What follows belongs to an exercise in optimizing a design on an open flow for a short achievable clock period and few clock cycles; a production flow would make more cautious choices. For this run, only the layout was checked, not whether the RTL still works. No activity file was given, so power comes from the tool's default toggle rates.

### config.mk
export PLATFORM = sky130hd
export DESIGN_NAME = s3lcd_compositor
export DESIGN_NICKNAME = s3lcd_compositor
export VERILOG_FILES = /design/flow/design.v
export SDC_FILE = /design/flow/constraint.sdc
export NUM_CORES = 4
export LEC_CHECK = 0
export ABC_CLOCK_PERIOD_IN_PS = 2500
export CAP_MARGIN = 20
export CORE_MARGIN = 2
export CORE_UTILIZATION = 40
export PLACE_DENSITY = 0.6
export SETUP_SLACK_MARGIN = 5
export SLEW_MARGIN = 20
### constraint.sdc
create_clock -name core_clock -period 10.0 [get_ports {clk}]
set_input_delay 2.0000 -clock core_clock [delete_from_list [all_inputs] [get_ports {clk}]]
set_output_delay 2.0000 -clock core_clock [all_outputs]
set_load 0.01 [all_outputs]
### design.v
module s3lcd_compositor (
    input  wire        clk,
    input  wire        rst,
    input  wire        cmd_valid,
    output reg         cmd_ready,
    input  wire [7:0]  cmd_op,
    input  wire [31:0] cmd_x,
    input  wire [31:0] cmd_y,
    input  wire [31:0] cmd_w,
    input  wire [31:0] cmd_h,
    input  wire [15:0] cmd_color,
    input  wire [7:0]  cmd_alpha,
    input  wire [1:0]  cmd_wrap,       
    input  wire [31:0] cmd_src,        
    output reg         src_en,
    output reg  [31:0] src_addr,
    input  wire [15:0] src_data,
    output reg         rd_en,
    output reg  [11:0] rd_addr,
    input  wire [15:0] rd_data,
    output reg         wr_en,
    output reg  [11:0] wr_addr,
    output reg  [15:0] wr_data,
    output reg  [1:0]  rotation
);
    localparam [7:0] OP_SET_ROTATION = 8'h01;
    localparam [7:0] OP_CLEAR        = 8'h02;
    localparam [7:0] OP_SET_PIXEL    = 8'h10;
    localparam [7:0] OP_HLINE        = 8'h11;
    localparam [7:0] OP_VLINE        = 8'h12;
    localparam [7:0] OP_FILL_RECT    = 8'h13;
    localparam [7:0] OP_BLIT         = 8'h20;
    reg [6:0] fb_w, fb_h;
    always @(*) begin
        case (rotation)
            2'd0:    begin fb_w = 7'd64; fb_h = 7'd48; end
            2'd1:    begin fb_w = 7'd48; fb_h = 7'd64; end
            2'd2:    begin fb_w = 7'd40; fb_h = 7'd30; end
            default: begin fb_w = 7'd7;  fb_h = 7'd5;  end
        endcase
    end
    reg st1, st2, stmul, stn1, stn2, stdx, stdy;
    reg pass2;
    reg g_run;
    reg [7:0]  c_op;
    reg [31:0] c_x, c_y, c_w, c_h;
    reg [15:0] c_color;
    reg [7:0]  c_alpha;
    reg [1:0]  c_wrap;
    reg [31:0] c_src;
    wire op_clr  = (c_op == OP_CLEAR);
    wire op_pix  = (c_op == OP_SET_PIXEL);
    wire op_h    = (c_op == OP_HLINE);
    wire op_v    = (c_op == OP_VLINE);
    wire op_fill = (c_op == OP_FILL_RECT);
    wire op_blit = (c_op == OP_BLIT);
    wire op_rot  = (c_op == OP_SET_ROTATION);
    wire op_line = op_pix | op_h | op_v;
    wire op_draw = op_clr | op_line | op_fill | op_blit;
    wire a_zero  = (c_alpha == 8'd0);
    wire a_full  = (c_alpha == 8'd255);
    wire wrap_x  = op_line & c_wrap[0];      
    wire wrap_y  = op_line & c_wrap[1];
    wire wl_h    = op_h & c_wrap[0];         
    wire wl_v    = op_v & c_wrap[1];         
    wire [31:0] len_x = (op_h | op_fill | op_blit) ? c_w : 32'd1;
    wire [31:0] len_y = (op_v | op_fill | op_blit) ? c_h : 32'd1;
    wire sm_x  = (c_x[31:8]   == {24{c_x[8]}});
    wire sm_y  = (c_y[31:8]   == {24{c_y[8]}});
    wire sm_lx = (len_x[31:8] == {24{len_x[8]}});
    wire sm_ly = (len_y[31:8] == {24{len_y[8]}});
    wire signed [10:0] xs  = {{2{c_x[8]}}, c_x[8:0]};
    wire signed [10:0] ys  = {{2{c_y[8]}}, c_y[8:0]};
    wire signed [10:0] lxs = {{2{len_x[8]}}, len_x[8:0]};
    wire signed [10:0] lys = {{2{len_y[8]}}, len_y[8:0]};
    wire signed [10:0] nw  = {4'd0, fb_w};
    wire signed [10:0] nh  = {4'd0, fb_h};
    wire signed [10:0] xw_p = xs + nw;
    wire signed [10:0] xw_m = xs - nw;
    wire               x_ge = (xs >= nw);
    wire [5:0] x_wr = xs[10] ? xw_p[5:0] : (x_ge ? xw_m[5:0] : xs[5:0]);
    wire       x_fw = (xs >= -nw) && (xs < (nw <<< 1));
    wire signed [10:0] yw_p = ys + nh;
    wire signed [10:0] yw_m = ys - nh;
    wire               y_ge = (ys >= nh);
    wire [5:0] y_wr = ys[10] ? yw_p[5:0] : (y_ge ? yw_m[5:0] : ys[5:0]);
    wire       y_fw = (ys >= -nh) && (ys < (nh <<< 1));
    wire signed [10:0] xem1 = xs + lxs - 11'sd1;
    wire signed [10:0] yem1 = ys + lys - 11'sd1;
    wire [5:0] x_lo = xs[10] ? 6'd0 : xs[5:0];
    wire [5:0] y_lo = ys[10] ? 6'd0 : ys[5:0];
    wire [5:0] x_hi = (xem1 >= nw - 11'sd1) ? (fb_w[5:0] - 6'd1) : xem1[5:0];
    wire [5:0] y_hi = (yem1 >= nh - 11'sd1) ? (fb_h[5:0] - 6'd1) : yem1[5:0];
    wire x_cempty = (lxs <= 11'sd0) | x_ge | xem1[10];
    wire y_cempty = (lys <= 11'sd0) | y_ge | yem1[10];
    wire cnt_x_le0 = c_w[31] | (c_w == 32'd0);
    wire cnt_y_le0 = c_h[31] | (c_h == 32'd0);
    wire fast_x = wrap_x ? (sm_x & x_fw) : (sm_x & sm_lx);
    wire fast_y = wrap_y ? (sm_y & y_fw) : (sm_y & sm_ly);
    wire fast   = op_clr | (fast_x & fast_y);
    reg [5:0] s_x0, s_xl, s_y0, s_yl;
    reg       s_empty;
    reg       m_blit, m_opq, m_fillopq, m_wh, m_wv, m_rect;
    reg [31:0] s_cnt;
    reg [31:0] b_skx, b_sky, b_stride;
    reg signed [33:0] n_ex, n_ey;
    wire signed [33:0] sx34 = {{2{c_x[31]}}, c_x};
    wire signed [33:0] sy34 = {{2{c_y[31]}}, c_y};
    function [8:0] clamp34;    
        input [33:0] v;
        begin
            if (v[33])             clamp34 = 9'h1ff;
            else if (|v[32:7])     clamp34 = 9'd127;
            else                   clamp34 = {2'b00, v[6:0]};
        end
    endfunction
    wire [8:0] cl_x  = clamp34(sx34);
    wire [8:0] cl_y  = clamp34(sy34);
    wire [8:0] cl_ex = clamp34(n_ex);
    wire [8:0] cl_ey = clamp34(n_ey);
    wire [8:0] nl_x  = cl_ex - cl_x;
    wire [8:0] nl_y  = cl_ey - cl_y;
    reg [31:0] div_mag;
    reg [7:0]  div_rem;
    reg [5:0]  div_cnt;
    reg        div_neg;
    wire [7:0] div_trial = {div_rem[6:0], div_mag[31]};
    wire [6:0] div_mod   = stdx ? fb_w : fb_h;
    wire [7:0] div_next  = (div_trial >= {1'b0, div_mod}) ? div_trial - {1'b0, div_mod} : div_trial;
    wire [6:0] div_res   = (div_neg && div_next != 8'd0) ? div_mod - div_next[6:0] : div_next[6:0];
    wire [31:0] mag_x = c_x[31] ? (~c_x + 32'd1) : c_x;
    wire [31:0] mag_y = c_y[31] ? (~c_y + 32'd1) : c_y;
    reg [5:0]  g_pos, g_posreset, g_poslim_m1, g_row, g_yl_m1;
    reg        g_single, g_atb, g_rowlast, g_cnt1, g_last;
    reg [11:0] g_rowaddr, g_rowstep, g_step;
    reg [31:0] g_cnt;
    reg [31:0] sptr, srow;
    reg [31:0] mul_q, mul_m;
    reg [11:0] ymul;
    always @(*) begin
        case (rotation)
            2'd0:    ymul = {s_y0, 6'd0};
            2'd1:    ymul = {1'b0, s_y0, 5'd0} + {2'b0, s_y0, 4'd0};
            2'd2:    ymul = {1'b0, s_y0, 5'd0} + {3'b0, s_y0, 3'd0};
            default: ymul = {3'b0, s_y0, 3'd0} - {6'd0, s_y0};
        endcase
    end
    wire [11:0] addr0 = ymul + {6'd0, s_x0};
    wire [5:0]  wm1 = fb_w[5:0] - 6'd1;
    wire [5:0]  hm1 = fb_h[5:0] - 6'd1;
    wire        i_atb     = m_wv ? (s_y0 == hm1) : m_wh ? (s_x0 == wm1) : (s_x0 == s_xl);
    wire        i_rowlast = (s_y0 == s_yl);
    wire        i_cnt1    = (s_cnt == 32'd1);
    wire        i_last    = m_rect ? (i_atb & i_rowlast) : i_cnt1;
    wire [31:0] sptr0     = c_src + {b_skx[30:0], 1'b0};
    wire        need_mul  = m_blit & (b_sky != 32'd0);
    wire        bnd       = g_atb;
    wire [11:0] rowaddr_n = g_rowaddr + g_rowstep;
    wire [11:0] step_addr = rd_addr + g_step;
    wire [5:0]  r_pos     = bnd ? g_posreset : g_pos + 6'd1;
    wire        r_atb     = bnd ? g_single : (g_pos == g_poslim_m1);
    wire        r_rowlast = bnd ? (g_row == g_yl_m1) : g_rowlast;
    wire        r_cnt1    = (g_cnt == 32'd2);
    wire        r_last    = m_rect ? (r_atb & r_rowlast) : r_cnt1;
    wire [11:0] r_addr    = bnd ? rowaddr_n : step_addr;
    wire [31:0] srow_n    = srow + b_stride;
    wire [31:0] r_sptr    = bnd ? srow_n : sptr + 32'd2;
    reg  [11:0] n_addr;
    reg         n_run, n_last;
    always @(*) begin
        n_addr = rd_addr;
        n_run  = 1'b0;
        n_last = g_last;
        if (st2) begin
            n_addr = addr0;
            n_run  = ~s_empty & ~need_mul;
            n_last = i_last;
        end else if (stmul) begin
            n_run  = (mul_q[31:1] == 31'd0);
        end else if (g_run) begin
            n_addr = r_addr;
            n_run  = ~g_last;
            n_last = r_last;
        end
    end
    reg        p1_v, p2_v, p3_v;
    reg [11:0] p1_a, p2_a, p3_a;
    reg        p1_l, p2_l, p3_l;
    reg [15:0] rdq, sq;
    reg [15:0] f2;
    reg [12:0] pf_r, pb_r, pf_b, pb_b;
    reg [13:0] pf_g, pb_g;
    reg        wr_last;
    wire [7:0]  alpha = c_alpha;
    wire [7:0]  inv_a = ~c_alpha;
    wire [15:0] fgc   = m_blit ? sq : c_color;
    wire [13:0] sum_r = pf_r + pb_r;
    wire [14:0] sum_g = pf_g + pb_g;
    wire [13:0] sum_b = pf_b + pb_b;
    wire [15:0] blended = {sum_r[12:8], sum_g[13:8], sum_b[12:8]};
    wire accept = cmd_ready & cmd_valid;
    always @(posedge clk) begin
        if (cmd_ready) begin
            c_op    <= cmd_op;
            c_x     <= cmd_x;
            c_y     <= cmd_y;
            c_w     <= cmd_w;
            c_h     <= cmd_h;
            c_color <= cmd_color;
            c_alpha <= cmd_alpha;
            c_wrap  <= cmd_wrap;
            c_src   <= cmd_src;
        end else if (stn2) begin
            if (!wrap_x) begin
                c_x <= {{23{cl_x[8]}}, cl_x};
                c_w <= {{23{nl_x[8]}}, nl_x};
            end
            if (!wrap_y) begin
                c_y <= {{23{cl_y[8]}}, cl_y};
                c_h <= {{23{nl_y[8]}}, nl_y};
            end
        end else if (stdx && div_cnt == 6'd31) begin
            c_x <= {26'd0, div_res[5:0]};
        end else if (stdy && div_cnt == 6'd31) begin
            c_y <= {26'd0, div_res[5:0]};
        end
        if (st1) begin
            s_empty   <= op_clr ? 1'b0 :
                         ((wl_h ? cnt_x_le0 : wrap_x ? 1'b0 : x_cempty) |
                          (wl_v ? cnt_y_le0 : wrap_y ? 1'b0 : y_cempty));
            s_x0      <= op_clr ? 6'd0 : wrap_x ? x_wr : x_lo;
            s_xl      <= op_clr ? wm1  : wrap_x ? x_wr : x_hi;
            s_y0      <= op_clr ? 6'd0 : wrap_y ? y_wr : y_lo;
            s_yl      <= op_clr ? hm1  : wrap_y ? y_wr : y_hi;
            s_cnt     <= wl_h ? c_w : c_h;
            m_blit    <= op_blit;
            m_opq     <= op_clr | a_full;
            m_fillopq <= (op_clr | a_full) & ~op_blit;
            m_wh      <= wl_h;
            m_wv      <= wl_v;
            m_rect    <= ~wl_h & ~wl_v;
            if (!pass2) begin
                b_skx    <= c_x[31] ? (~c_x + 32'd1) : 32'd0;
                b_sky    <= c_y[31] ? (~c_y + 32'd1) : 32'd0;
                b_stride <= {c_w[30:0], 1'b0};
            end
        end
        if (stn1) begin
            n_ex <= sx34 + {{2{len_x[31]}}, len_x};
            n_ey <= sy34 + {{2{len_y[31]}}, len_y};
        end
        if (stn2) begin
            div_rem <= 8'd0;
            div_cnt <= 6'd0;
            if (wrap_x) begin
                div_neg <= c_x[31];
                div_mag <= mag_x;
            end else begin
                div_neg <= c_y[31];
                div_mag <= mag_y;
            end
        end
        if (stdx || stdy) begin
            div_rem <= div_next;
            div_mag <= {div_mag[30:0], 1'b0};
            div_cnt <= div_cnt + 6'd1;
            if (div_cnt == 6'd31) begin
                div_rem <= 8'd0;
                div_cnt <= 6'd0;
                div_neg <= c_y[31];
                div_mag <= mag_y;
            end
        end
        rd_addr <= n_addr;
        g_last  <= n_last;
        if (st2) begin
            g_pos       <= m_wv ? s_y0 : s_x0;
            g_posreset  <= m_rect ? s_x0 : 6'd0;
            g_poslim_m1 <= m_wv ? hm1 - 6'd1 : m_wh ? wm1 - 6'd1 : s_xl - 6'd1;
            g_single    <= m_rect & (s_x0 == s_xl);
            g_atb       <= i_atb;
            g_row       <= s_y0;
            g_yl_m1     <= s_yl - 6'd1;
            g_rowlast   <= i_rowlast;
            g_rowaddr   <= m_wv ? {6'd0, s_x0} : m_wh ? ymul : addr0;
            g_rowstep   <= m_rect ? {5'd0, fb_w} : 12'd0;
            g_step      <= m_wv ? {5'd0, fb_w} : 12'd1;
            g_cnt       <= s_cnt;
            g_cnt1      <= i_cnt1;
            sptr        <= sptr0;
            srow        <= sptr0;
            mul_q       <= b_sky;
            mul_m       <= b_stride;
        end else if (stmul) begin
            if (mul_q[0]) begin
                sptr <= sptr + mul_m;
                srow <= sptr + mul_m;
            end
            mul_q <= mul_q >> 1;
            mul_m <= mul_m << 1;
        end else if (g_run) begin
            g_pos     <= r_pos;
            g_atb     <= r_atb;
            g_rowlast <= r_rowlast;
            g_cnt     <= g_cnt - 32'd1;
            g_cnt1    <= r_cnt1;
            if (bnd) begin
                g_row     <= g_row + 6'd1;
                g_rowaddr <= rowaddr_n;
                srow      <= srow_n;
            end
            sptr <= r_sptr;
        end
        p1_a <= rd_addr;
        p1_l <= g_last;
        p2_a <= p1_a;
        p2_l <= p1_l;
        p3_a <= p2_a;
        p3_l <= p2_l;
        rdq  <= rd_data;
        sq   <= src_data;
        f2   <= fgc;
        pf_r <= fgc[15:11] * alpha;
        pf_g <= fgc[10:5]  * alpha;
        pf_b <= fgc[4:0]   * alpha;
        pb_r <= rdq[15:11] * inv_a;
        pb_g <= rdq[10:5]  * inv_a;
        pb_b <= rdq[4:0]   * inv_a;
        src_addr <= m_blit ? (st2 ? sptr0 : stmul ? (mul_q[0] ? sptr + mul_m : sptr) : g_run ? r_sptr : sptr) : src_addr;
        if (m_fillopq) begin
            wr_addr <= n_addr;
            wr_last <= n_last;
            wr_data <= c_color;
        end else begin
            wr_addr <= p3_a;
            wr_last <= p3_l;
            wr_data <= m_opq ? f2 : blended;
        end
        if (rst) begin
            cmd_ready <= 1'b1;
            rotation  <= 2'd0;
            st1 <= 1'b0; st2 <= 1'b0; stmul <= 1'b0;
            stn1 <= 1'b0; stn2 <= 1'b0; stdx <= 1'b0; stdy <= 1'b0;
            pass2 <= 1'b0;
            g_run  <= 1'b0;
            rd_en  <= 1'b0;
            src_en <= 1'b0;
            wr_en  <= 1'b0;
            p1_v <= 1'b0; p2_v <= 1'b0; p3_v <= 1'b0;
        end else begin
            st1   <= accept;
            st2   <= 1'b0;
            stn1  <= 1'b0;
            stn2  <= 1'b0;
            stmul <= 1'b0;
            if (accept) pass2 <= 1'b0;
            if (cmd_ready) begin
                cmd_ready <= ~cmd_valid;
            end else begin
                cmd_ready <= wr_en & wr_last;
            end
            if (st1) begin
                if (op_rot) begin
                    rotation  <= c_x[1:0];
                    cmd_ready <= 1'b1;
                end else if (!op_draw || (a_zero && !op_clr)) begin
                    cmd_ready <= 1'b1;
                end else if (!fast) begin
                    stn1 <= 1'b1;
                end else begin
                    st2 <= 1'b1;
                end
            end
            if (stn1) stn2 <= 1'b1;
            if (stn2) begin
                pass2 <= 1'b1;
                if (wrap_x)      stdx <= 1'b1;
                else if (wrap_y) stdy <= 1'b1;
                else             st1  <= 1'b1;
            end
            if (stdx && div_cnt == 6'd31) begin
                stdx <= 1'b0;
                if (wrap_y) stdy <= 1'b1;
                else        st1  <= 1'b1;
            end
            if (stdy && div_cnt == 6'd31) begin
                stdy <= 1'b0;
                st1  <= 1'b1;
            end
            if (st2) begin
                if (s_empty) cmd_ready <= 1'b1;
                else if (need_mul) stmul <= 1'b1;
            end
            if (stmul && mul_q[31:1] != 31'd0) stmul <= 1'b1;
            g_run  <= n_run;
            rd_en  <= n_run & ~m_fillopq;
            src_en <= n_run & m_blit;
            p1_v   <= g_run & ~m_fillopq;
            p2_v   <= p1_v;
            p3_v   <= p2_v;
            wr_en  <= m_fillopq ? n_run : p3_v;
        end
    end
endmodule
### run.sh
#!/bin/bash
# synth_recipe.tcl (not shown) runs the flow's synth.tcl, then flattens the netlist and writes it again
# the make line also repeats each setting of config.mk as NAME=value (left out here)
make -C /OpenROAD-flow-scripts/flow DESIGN_CONFIG=/design/flow/config.mk WORK_HOME=/design/flow/orfs CLKGATE_MAP_FILE= SYNTH_SCRIPT=/design/flow/synth_recipe.tcl finish
==> flow_summary.json <==
{
  "max_freq_ghz": 0.194,
  "r2r_cells": 26,
  "tightest_slew_ps": 1080,
  "vdd_drop_max_mv": 0.136,
  "num-fill-cells": 14043,
  "synthCells": 6017,
  "netlist_area_um2": 60700,
  "grt_overflow": 0,
  "drc": 0,
  "drive_gt1_share_pct": 9.20,
  "synth.most_common_cell": "edfxtp_1",
  "hold_buffers": 0,
  "core-area_um2": 150000,
  "min_from": "p2_a[6]",
  "start_util_pct": 40.4,
  "clk_pin_slew_ps": 60,
  "status": "complete, no violations",
  "fp.dieW_um": 394,
  "port_buffers": 306,
  "holdPathStages": 0,
  "synth.distinct_cells": 83,
  "synthTopCellsByCount": "edfxtp_1 (677), nand2_1 (559), ha_1 (507), nor2_1 (410), inv_1 (356)",
  "detail_route.wl_per_cell_um": 22.3,
  "slowest_stage": "or4_4",
  "r2r_slack_ps": 4840,
  "crit_path_end": "s_yl[2]",
  "layout.nets": 7218,
  "final.min_clock_period_ps": 5160,
  "ys_ff_latch": 937,
  "finalWirelength_mm": 188,
  "setup_slack_ps": 4840,
  "critPathArrivalTime_ps": 5650,
  "grt_max_degree": 123,
  "setup_tns_ps": 0,
  "grt_pass1_wl_mm": 283,
  "rsz0062_at_grt": "true",
  "async_reset_ff_share_pct": 0,
  "yosysTopAreaCellShare_pct": 33.5,
  "clock_latency_ps": 750,
  "drt_iter0_drc": 4474,
  "dieArea_um2": 155000,
  "dieHeight_um": 394,
  "root_buffer": "clkbuf_16",
  "final_util_pct": 47.2,
  "setup_viol": 0,
  "synth_edf_count": 677,
  "antenna_found_initial": 6,
  "seq_area_um2": 25500,
  "r2r-start": "c_op[3]",
  "multi_input_area_um2": 33700,
  "timing.rr.end": "s_yl[2]",
  "htreeDepth": 3,
  "totalPowerFinal_uw": 12100,
  "synth.largest_area_cell": "edfxtp_1",
  "dpl.hpwl_mm": 140,
  "place_congestion": 0.960,
  "io_pins": 307,
  "grt_pass1_vias": 45695,
  "maxCapViolCount": 0,
  "vias_per_cell": 5.58,
  "worstHoldPathType": "flip-flop to flip-flop",
  "critPathMaxFanout": 5,
  "area_delta_synth_final_pct": 16.7,
  "grt_usage_pct": 23.6,
  "final_antenna_net_count": 0,
  "p_leak_uw": 0.0287,
  "path_class": "flip-flop to flip-flop",
  "crit_path_max_incr_delay_ps": 580,
  "cts_buffer_depth": 3,
  "required_ps": 10490,
  "finalMaxSlewViolations": 0,
  "power_density_nw_per_um2": 171,
  "drt_pass1_iterations": 6,
  "numCtsBuffers": 106,
  "yosysSeqAreaShare_pct": 42.0,
  "hold_viol": 0,
  "max_slew_margin_pct": 26.7,
  "crit_path_end_kind": "flip-flop",
  "rows": 142,
  "dp_slack_ps": 3900,
  "ys.flop_type": "edfxtp_1",
  "fin_hold_ws_ps": 313,
  "synth_area_per_cell_um2": 10.1,
  "yosys-top-cells-area": "edfxtp_1 (33%), ha_1 (10%), dfxtp_1 (8.6%)",
  "startpoint": "c_op[3]",
  "cts_tree": "yes",
  "finalCritPeriodShare_pct": 51.6,
  "ys_warn_count": 1,
  "skew_ps": 40.7,
  "clock-sinks": 937,
  "cp-start-kind": "flip-flop",
  "via_count": 47161
}
-- routing by layer --
layer	wire, um	up-vias	share of wire, %	global-route usage (%)
met1	85100	22920	45	33.7
met3	13900	301	7.4	3.60
met5	33	-	0.018	0
li1	-	22188	-	-
met4	5480	4	2.9	6.96
met2	83600	1748	44	36.8
-- per-stage QoR --
step	area [um^2]	instances
2_1_floorplan	61000	6024
3_3_place_gp	66200	8190
3_5_place_dp	66200	8191
4_1_cts	70500	8435
5_1_grt	70900	8449
6_report	70900	8450
-- how the worst min path moves through the flow --
stage / end / slack [ps]
after floorplan: p2_a[0] / 310
final: p3_a[6] / 310
after global routing: p3_a[6] / 320
after global placement: p3_a[4] / 310
after detailed placement: p2_a[1] / 310
after CTS: p3_a[6] / 320
-- what timing repair did --
item | in CTS | in global routing
setup buffers | 42 | 14
gates resized for setup | 61 | 59
pin swaps | 25 | 35
gates cloned | 2 | 0
endpoints found under the setup margin | 34 | 68
-- worst max-delay path, delay by kind of cell, from the launching register on --
kind / cells / cell delay [ps]
DFF: 1 / 360
AOI/OAI and AO/OA: 11 / 1760
xor gates and xnor gates: 1 / 190
and+or+nand+nor: 6 / 1390
adders and majority gates: 4 / 950
buffers and inverters: 4 / 260
-- layout make-up --
cell class	instances	area share [%]
clock inverter	50	0.847
sequential	937	36.0
inverter	359	1.92
clock buffer	150	4.19
multi-input combinational	4502	47.5
timing repair buffer	435	5.94
antenna	1	0.00353
tap	2016	3.56
-- sequential cells by signal, indices dropped and copies added, names as in the netlist, 32 cells and up --
| register | cells |
|---|---|
| div_mag | 32 |
| c_x | 32 |
| n_ey | 33 |
| mul_q | 32 |
| n_ex | 33 |
| src_addr | 32 |
| c_h | 32 |
| c_y | 32 |
| srow | 32 |
| sptr | 32 |
| g_cnt | 32 |
| c_src | 32 |
| b_sky | 32 |
| s_cnt | 32 |
| c_w | 32 |
-- cells in the final DEF, fill, tap and decap left out, types with 22 or more instances in the layout --
master           instances
and2_1                 133
a21oi_1                317
a31oi_1                 30
mux2i_1                 71
o21a_1                  63
o21bai_1                43
buf_4                  110
o221ai_1                27
fa_1                   139
nand3_1                 99
edfxtp_1               677
or3_1                   54
clkbuf_16              108
nor2b_1                145
xnor2_1                322
a21o_1                 148
mux2_2                 135
xor2_1                 132
clkdlybuf4s50_1        306
nor4_1                  73
o211ai_1                44
nand4_1                 57
nand2b_1               128
inv_1                  340
a22oi_1                 29
clkbuf_1                30
and3_1                  43
ha_1                   485
nand2_1                550
nor3_1                  91
nor2_1                 405
a221oi_1                22
a211oi_1                34
dfxtp_1                253
o21ai_0                318
-- kinds of logic (layout without fill, tap and decap cells) --
group           count (synthesis)  in the layout  synth area share, %
simple gates                 1891           1891                 15.3
compound gates               1283           1284                 13.5
flops                         937            937                 42.0
fa+ha+maj                     648            648                 15.1
buf+inv                       586            994                 3.63
xor+xnor                      456            456                 6.60
mux                           215            215                 3.84
other cells                     1              9              0.00617
-- report_power, final --
part	leakage [uW]	switching (uW)	internal (uW)
combinational	0.0183	1720	1470
clock	0.00173	1720	2300
sequential	0.00864	338	4590

re-timing with driven ports:
Ports are ideal in the flow. The routed layout listed here was re-timed in OpenROAD.
Step 1 (the two cells are an assumption about what drives the block):
set clk [get_ports {clk}]
set_driving_cell -lib_cell sky130_fd_sc_hd__clkbuf_16 $clk
set_driving_cell -lib_cell sky130_fd_sc_hd__buf_2 [delete_from_list [all_inputs] $clk]
Step 2 times the ports against the registers' clock, not the clock port: input delays grow and output delays shrink by t, the midpoint of the rising clock arrivals with the driver on.
a / b / c = no drivers / after step 1 / after step 2; a / b = the first two.
t (ns): 0.815
setup slack, ns: 4.842 / 4.842 / 4.842
worst hold slack (ns): 0.313 / 0.313 / 0.313
worst setup path after step 2: register to register
worst register clock-pin slew, ns: 0.07 / 0.07
After both steps this run still meets setup and hold. The setup slack of this run moves by 0.000 ns with the drivers and by 0.000 ns with both steps.
